Source: an optimization exercise on an open RTL-to-GDS flow (aim: small area, a short achievable clock period and few clock cycles). Production flows keep margins and buffers that such runs may drop.
Power figures rest on the tool's default switching activity, not on a simulated workload.

## P
Design ung5_rxdec, start of the top module:
module ung5_rxdec (
    input  wire        clk,
    input  wire        rst,
    input  wire        start,
    input  wire [7:0]  start_addr,
    input  wire [15:0] start_total,
    input  wire        rx_valid,
    input  wire [7:0]  rx_data,
    output wire        rx_ready,
    input  wire        tick,
    input  wire        dec_start,
    input  wire [5:0]  buf_idx,
    output wire [7:0]  buf_data,
    output wire [1:0]  rx_state,
    output wire [2:0]  rx_reason,
    output wire [6:0]  rx_len,
    output wire [3:0]  err_code,
    output wire        dec_valid,
    output wire [1:0]  dec_kind,
    output wire [1:0]  dec_why,
    output wire [1:0]  dec_class,
    output wire [7:0]  dec_addr,
    output wire [7:0]  dec_ctrl,
    output wire [7:0]  dec_length,
    output wire [7:0]  dec_opc,
    output wire [15:0] dec_crc,
    output wire        dec_etx_ok,
    output wire        dec_stop_ok,
    output wire        dec_addr_ok
);
Settings: LEC_CHECK=0, CAP_MARGIN=20, CORE_MARGIN=2, CORE_UTILIZATION=30, CTS_BUF_LIST=sky130_fd_sc_hd__clkbuf_4 sky130_fd_sc_hd__clkbuf_8, PLACE_DENSITY=0.5, SETUP_SLACK_MARGIN=2.5, SLEW_MARGIN=20, SYNTH_HIERARCHICAL=1; clock period 7.5 ns.
standard.sh (not shown) runs the stock make flow with config.mk's settings and CLKGATE_MAP_FILE= SYNTH_SCRIPT=/design/flow/synth_recipe.tcl, a recipe that flattens the netlist after the stock synthesis.
==> flow/flow/run.sh <==
#!/bin/bash
# The standard layout (the standard.sh: standard synthesis, floorplan,
# placement, CTS, routing), with every input and output port buffered by
# sky130_fd_sc_hd__buf_2 instead of the cell buffer_ports picks by itself,
# and clock tree synthesis without dummy loads.
# make's full output goes to flow_make.log here; ORFS keeps each step's log
# under orfs/logs/.
set -euo pipefail
export BUFFER_PORTS_ARGS="-buffer_cell sky130_fd_sc_hd__buf_2"
export CTS_ARGS="-sink_clustering_enable -repair_clock_nets -dont_use_dummy_load -sink_clustering_size 24 -sink_clustering_max_diameter 60 -buf_list {sky130_fd_sc_hd__clkbuf_16}"
bash standard.sh > flow_make.log 2>&1
For Q, these inputs were changed with respect to P:
-- flow/flow/run.sh --
<<< P, line 10
export CTS_ARGS="-sink_clustering_enable -repair_clock_nets -dont_use_dummy_load -sink_clustering_size 24 -sink_clustering_max_diameter 60 -buf_list {sky130_fd_sc_hd__clkbuf_16}"
>>> Q, line 10
export CTS_ARGS="-sink_clustering_enable -repair_clock_nets -dont_use_dummy_load -buf_list {sky130_fd_sc_hd__clkbuf_4 sky130_fd_sc_hd__clkbuf_8}"
Results
- Q: all stages complete, timing, DRC and antenna checks passed
- Compared with P, the router placed more vias in Q.
- Number of H-tree levels ends up lower on P.
- Q gives more time the worst path needs with I/O delays and setup than P did.
- Changes observed in Q relative to P: logic depth of the worst register-to-register path stayed essentially flat; clock share of power rose by 2.2 points.
- P has higher met1 wire length than Q.
- Diff P -> Q | power | increase of about 3.7%
Function was not checked in any run of this note: the RTL went through the layout flow alone.

---

ung5_rxdec, a different RTL version from the one above (not shown whole).
Size in the first run: roughly 2000 cells after synthesis, roughly 130 I/O pins, roughly 27000 sq um of cells after synthesis.
Design ung5_rxdec, start of the top module:
module ung5_rxdec (
    input  wire        clk,
    input  wire        rst,
    input  wire        start,
    input  wire [7:0]  start_addr,
    input  wire [15:0] start_total,
    input  wire        rx_valid,
    input  wire [7:0]  rx_data,
    output wire        rx_ready,
    input  wire        tick,
    input  wire        dec_start,
    input  wire [5:0]  buf_idx,
    output wire [7:0]  buf_data,
    output wire [1:0]  rx_state,
    output wire [2:0]  rx_reason,
    output wire [6:0]  rx_len,
    output wire [3:0]  err_code,
    output wire        dec_valid,
    output wire [1:0]  dec_kind,
    output wire [1:0]  dec_why,
    output wire [1:0]  dec_class,
    output wire [7:0]  dec_addr,
    output wire [7:0]  dec_ctrl,
    output wire [7:0]  dec_length,
    output wire [7:0]  dec_opc,
    output wire [15:0] dec_crc,
    output wire        dec_etx_ok,
    output wire        dec_stop_ok,
    output wire        dec_addr_ok
);
    wire [31:0] head, tail;
    wire [15:0] crc;
    wire        crc_ready, start_ok;
    wire        dec_we;
    wire [3:0]  dec_err;
    ung5_rx u_rx (
        .clk(clk), .rst(rst),
        .start(start), .start_addr(start_addr), .start_total(start_total),
        .rx_valid(rx_valid), .rx_data(rx_data), .tick(tick),
        .buf_idx(buf_idx), .buf_data(buf_data),
        .rx_state(rx_state), .rx_reason(rx_reason), .rx_len(rx_len),
        .rx_ready(rx_ready), .start_ok(start_ok),
  ...
clock: 7.5 ns
lec_check: 0
cap_margin: 20
core_margin: 2
core_utilization: 30
cts_buf_list: sky130_fd_sc_hd__clkbuf_4 sky130_fd_sc_hd__clkbuf_8
place_density: 0.5
setup_slack_margin: 2.5
slew_margin: 20
run.sh (not shown) runs the stock make flow with config.mk's settings and CLKGATE_MAP_FILE= SYNTH_SCRIPT=/design/flow/synth_recipe.tcl, a recipe that flattens the netlist after the stock synthesis.
Stock flow here: none of the scripts above is used.
==> next run, changes <==
CTS_BUF_LIST = sky130_fd_sc_hd__clkbuf_16   (was sky130_fd_sc_hd__clkbuf_4 sky130_fd_sc_hd__clkbuf_8)
CTS_CLUSTER_DIAMETER = 60   (was default)
CTS_CLUSTER_SIZE = 24   (was default)
After rerunning:
- flip-flop and latch count is unchanged
- total power rises by 3.3%
- clock-buffer cell count goes down by 78
- die area stays the same
- clock power goes up by about 9%
- routed wire length came out lower by 1.0%
- clock skew went up by 9.2 ps
- cell area hardly moves
- combinational power barely changes
No functional check of the RTL was part of any run of this note.

re-timing with driven ports:
How much do the figures lean on ideal ports? The routed layouts below were timed once more, with nothing changed but the port constraints.
Step 1 sets driving cells, clkbuf_16 on the clock port and buf_2 on the other inputs (assumed; they add their load-dependent delay and slew).
Step 2, shift: input delay + t, output delay - t, t = (earliest + latest rising clock arrival at the registers) / 2. This alone moves slack from input paths to output paths.
a / b / c = no drivers / after step 1 / after step 2; a / b = the first two.
run	t, ns	slack for setup (ns)	latest minus earliest clock arrival (ns)	worst data-port slew with drivers (ns)
P	0.636	2.346 / 2.123 / 2.123	0.084 / 0.084	0.26
Q	0.740	2.313 / 2.107 / 2.107	0.104 / 0.103	0.26
the first run of note 2	0.812	1.755 / 1.677 / 1.677	0.038 / 0.037	0.11
the second run of note 2	0.668	1.775 / 1.705 / 1.705	0.039 / 0.039	0.10
After both steps setup and hold are still met in every run listed. For P, which loses most, drivers alone change the setup slack by -0.223 ns; drivers and shift together by -0.223 ns.
